This design comes from an exercise in tuning for a short achievable clock period and few clock cycles per item on the open sky130 flow, not from production work.

Setup of before:
// snappy_deframer
module snappy_deframer (
    input  wire        clk,
    input  wire        rst,             
    input  wire        cfg_crc_check,   
    input  wire        in_valid,
    output wire        in_ready,
    input  wire [31:0] in_data,         
    input  wire [2:0]  in_cnt,          
    input  wire        in_last,         
    output reg         out_valid,
    input  wire        out_ready,
    output reg  [31:0] out_data,
    output reg  [2:0]  out_cnt,
    output reg         out_last,        
    output reg         out_cmp,         
    output reg  [31:0] out_stored,      
    output reg  [31:0] out_crc,         
    output reg         done,
    output reg         err,
    output reg  [3:0]  err_code,
    output reg  [31:0] err_pos,
    output reg  [8:0]  err_info
);
    localparam E_MALFORMED = 4'h1;
    localparam E_UNSUP     = 4'h2;
    localparam E_SHORT     = 4'h6;
    localparam E_TOOLARGE  = 4'h7;
    localparam E_TRUNC     = 4'h8;
    localparam E_CHECKSUM  = 4'h9;
    localparam [31:0] CRC_POLY = 32'h82F63B78;
    localparam [31:0] CRC_MASK = 32'ha282ead8;
    localparam [47:0] MAGIC    = 48'h59_70_50_61_4e_73;    
    localparam FD = 16;           
    localparam FA = 4;            
    localparam FTH = 4;           
    localparam FW = 32 + 3 + 1 + 1 + 32 + 32;
    function [31:0] crc_bytes;
        input [31:0] c;
        input [31:0] d;
        input [2:0]  n;
        integer i, j;
        reg [31:0] x;
        begin
            x = c;
            for (i = 0; i < 4; i = i + 1)
                if (i < n) begin
                    x = x ^ {24'd0, d[8*i +: 8]};
                    for (j = 0; j < 8; j = j + 1)
                        x = x[0] ? ((x >> 1) ^ CRC_POLY) : (x >> 1);
                end
            crc_bytes = x;
        end
    endfunction
    function [31:0] crc_init;
        input [2:0] n;
        begin
            case (n)
                3'd1:    crc_init = crc_bytes(32'hffffffff, 32'd0, 3'd1);
                3'd2:    crc_init = crc_bytes(32'hffffffff, 32'd0, 3'd2);
  ...
Size in the first run: about 7100 cells after synthesis, ~3000 flip-flops, about 190 I/O pins, ~120000 µm² of cells after synthesis.
clock: 15.0 ns
lec_check: 0
cap_margin: 20
core_margin: 2
core_utilization: 40
slew_margin: 20
run.sh (not shown) runs the stock make flow with config.mk's settings and CLKGATE_MAP_FILE= SYNTH_SCRIPT=/design/flow/synth_recipe.tcl, a recipe that flattens the netlist after the stock synthesis.
before closes out successfully: all stages finished, all timing, DRC and antenna checks passed.
Relative to before, the following input files were edited for after:
--- a/flow/design.v
+++ b/flow/design.v
@@ -46,28 +46,16 @@
                 if (i < n) begin
                     x = x ^ {24'd0, d[8*i +: 8]};
                     for (j = 0; j < 8; j = j + 1)
                         x = x[0] ? ((x >> 1) ^ CRC_POLY) : (x >> 1);
                 end
             crc_bytes = x;
         end
     endfunction
-    function [31:0] crc_init;
-        input [2:0] n;
-        begin
-            case (n)
-                3'd1:    crc_init = crc_bytes(32'hffffffff, 32'd0, 3'd1);
-                3'd2:    crc_init = crc_bytes(32'hffffffff, 32'd0, 3'd2);
-                3'd3:    crc_init = crc_bytes(32'hffffffff, 32'd0, 3'd3);
-                3'd4:    crc_init = crc_bytes(32'hffffffff, 32'd0, 3'd4);
-                default: crc_init = 32'hffffffff;
-            endcase
-        end
-    endfunction
     reg        in_rdy;
     reg        last_acc;      
     reg        i_v;
     reg [31:0] i_data;
     reg [2:0]  i_cnt;
     reg        i_last;
     assign in_ready = in_rdy;
     wire acc = in_valid & in_rdy;
@@ -204,25 +192,16 @@
     wire [2:0] bb    = (dcap > q_cnt) ? q_cnt : dcap;
     wire       fe    = cont && !dge5;                   
     wire       fev   = fe && (dlo <= q_cnt);            
     wire       bany  = (bb > ba);
     wire [2:0] nb    = (cont && isdat && bany) ? (bb - ba) : 3'd0;
     wire       beat  = cont && isdat && (bany || fev);
     wire       cstart = cont && isdat && (q_P <= 4'd4);
     wire [31:0] bdata = q_data >> {ba, 3'b000};
-    wire [3:0]  bmask;
-    genvar gi;
-    generate
-        for (gi = 0; gi < 4; gi = gi + 1) begin : g_bm
-            assign bmask[gi] = (gi >= ba) && (gi < bb);
-        end
-    endgenerate
-    wire [31:0] bmasked = q_data & {{8{bmask[3]}}, {8{bmask[2]}}, {8{bmask[1]}}, {8{bmask[0]}}};
-    wire [31:0] bhigh   = bmasked << {(3'd4 - bb), 3'b000};
     wire        csum_done = cont && isdat && (q_P <= 4'd3) && ({1'b0, 2'd3 - q_P[1:0]} < q_cnt);
     wire [63:0] win8 = {q_data, q_pw};                   
     wire [31:0] st_new = win8 >> {(3'd4 - q_P[2:0]), 3'b000};
     wire [31:0] st_cur = csum_done ? st_new : stq;
     wire [95:0] win12 = {q_data, q_pw, q_pw2};          
     wire [47:0] sid6  = win12 >> {(dlo + 3'd2), 3'b000};
     wire        sid_err = fev && issid && (sid6 != MAGIC);
     wire [1:0]  hend  = q_D[1:0] + 2'd3;                
@@ -274,17 +253,16 @@
             end else if (dn4 < $signed({16'd0, q_cnt})) begin
                 tr_pos = pos_n;
             end else begin
                 bnd = 1'b1;
             end
         end
     end
     reg        x_v, x_beat, x_last, x_cmp, x_start, x_chk, x_eb, x_done;
-    reg [31:0] x_high;
     reg [31:0] x_data, x_stored, x_fpos, x_epos;
     reg [2:0]  x_n;
     reg [3:0]  x_ecode;
     reg [8:0]  x_einfo;
     always @(posedge clk) begin
         if (rst) begin
             wpos <= 32'd0;
             x_v  <= 1'b0;
@@ -293,17 +271,16 @@
             if (q_v) begin
                 wpos <= wpos + 32'd4;
                 if (hcomp) fpos <= pos_d;
                 if (csum_done) stq <= st_new;
             end
         end
         x_beat   <= beat;
         x_data   <= bdata;
-        x_high   <= (cont && isdat) ? bhigh : 32'd0;
         x_n      <= nb;
         x_last   <= fev;
         x_cmp    <= iscmp;
         x_stored <= st_cur;
         x_start  <= cstart;
         x_chk    <= fev && isunc && cfg_crc_check;
         x_fpos   <= fpos;
         x_eb     <= sid_err || hdr_err || (q_last && !bnd);
@@ -319,17 +296,17 @@
     reg        c_v, c_beat, c_last, c_cmp, c_start, c_chk, c_eb, c_done;
     reg [31:0] c_data, c_stored, c_fpos, c_epos, c_x;
     reg [2:0]  c_n;
     reg [3:0]  c_ecode;
     reg [8:0]  c_einfo;
     always @(posedge clk) begin
         if (rst) c_v <= 1'b0;
         else     c_v <= x_v;
-        c_x      <= crc_bytes(32'd0, x_high, 3'd4) ^ (x_start ? crc_init(x_n) : 32'd0);
+        c_x      <= crc_bytes(x_start ? 32'hffffffff : 32'd0, x_data, x_n);
         c_beat   <= x_beat;
         c_data   <= x_data;
         c_n      <= x_n;
         c_last   <= x_last;
         c_cmp    <= x_cmp;
         c_stored <= x_stored;
         c_start  <= x_start;
         c_chk    <= x_chk;
Results
Data arrival time of the worst path: after and before compared, higher one is after
Compared with before, after shows a lower per-instance average area after synthesis.
Relative to before, pin count of the biggest net entering global routing increased by 22 in after.
Delta (after minus before): first-iteration DRC count lost 1049, worst setup slack now sits lower, via count dropped about 1%, synthesis-to-layout area growth rose by 0.45 points, placeable core region -0.76%.
Path depth of the worst reg2reg path | after above before
The final reports for after and before show multi-input logic cell count higher in the former.
Worst slack at placement: after lower than before
Looking at count of different cell masters after synthesis across after and before, the one that comes out lower is before.
No run of this note included a check of the RTL's function; only the layout flow was run.

what the ideal ports hide:
Ports are ideal in the flow. The routed layouts listed here were re-timed in OpenROAD.
Step 1 assumes that a clkbuf_16 drives the clock port and a buf_2 every other input.
Step 2 also shifts input and output timing later by t, the mid clock arrival at the registers, as if the neighbouring blocks saw the same clock.
a / b / c = no drivers / after step 1 / after step 2; a / b = the first two.
run | t (ns) | slack for setup (ns) | worst setup path at the end | slew at the worst register clock pin (ns) | pins driven straight from the clock port
before | 0.988 | 8.471 / 8.471 / 8.471 | register to register | 0.07 / 0.07 | 1
after | 0.972 | 7.655 / 7.655 / 7.655 | register to register | 0.07 / 0.07 | 1
After both steps setup and hold are still met in every run listed.
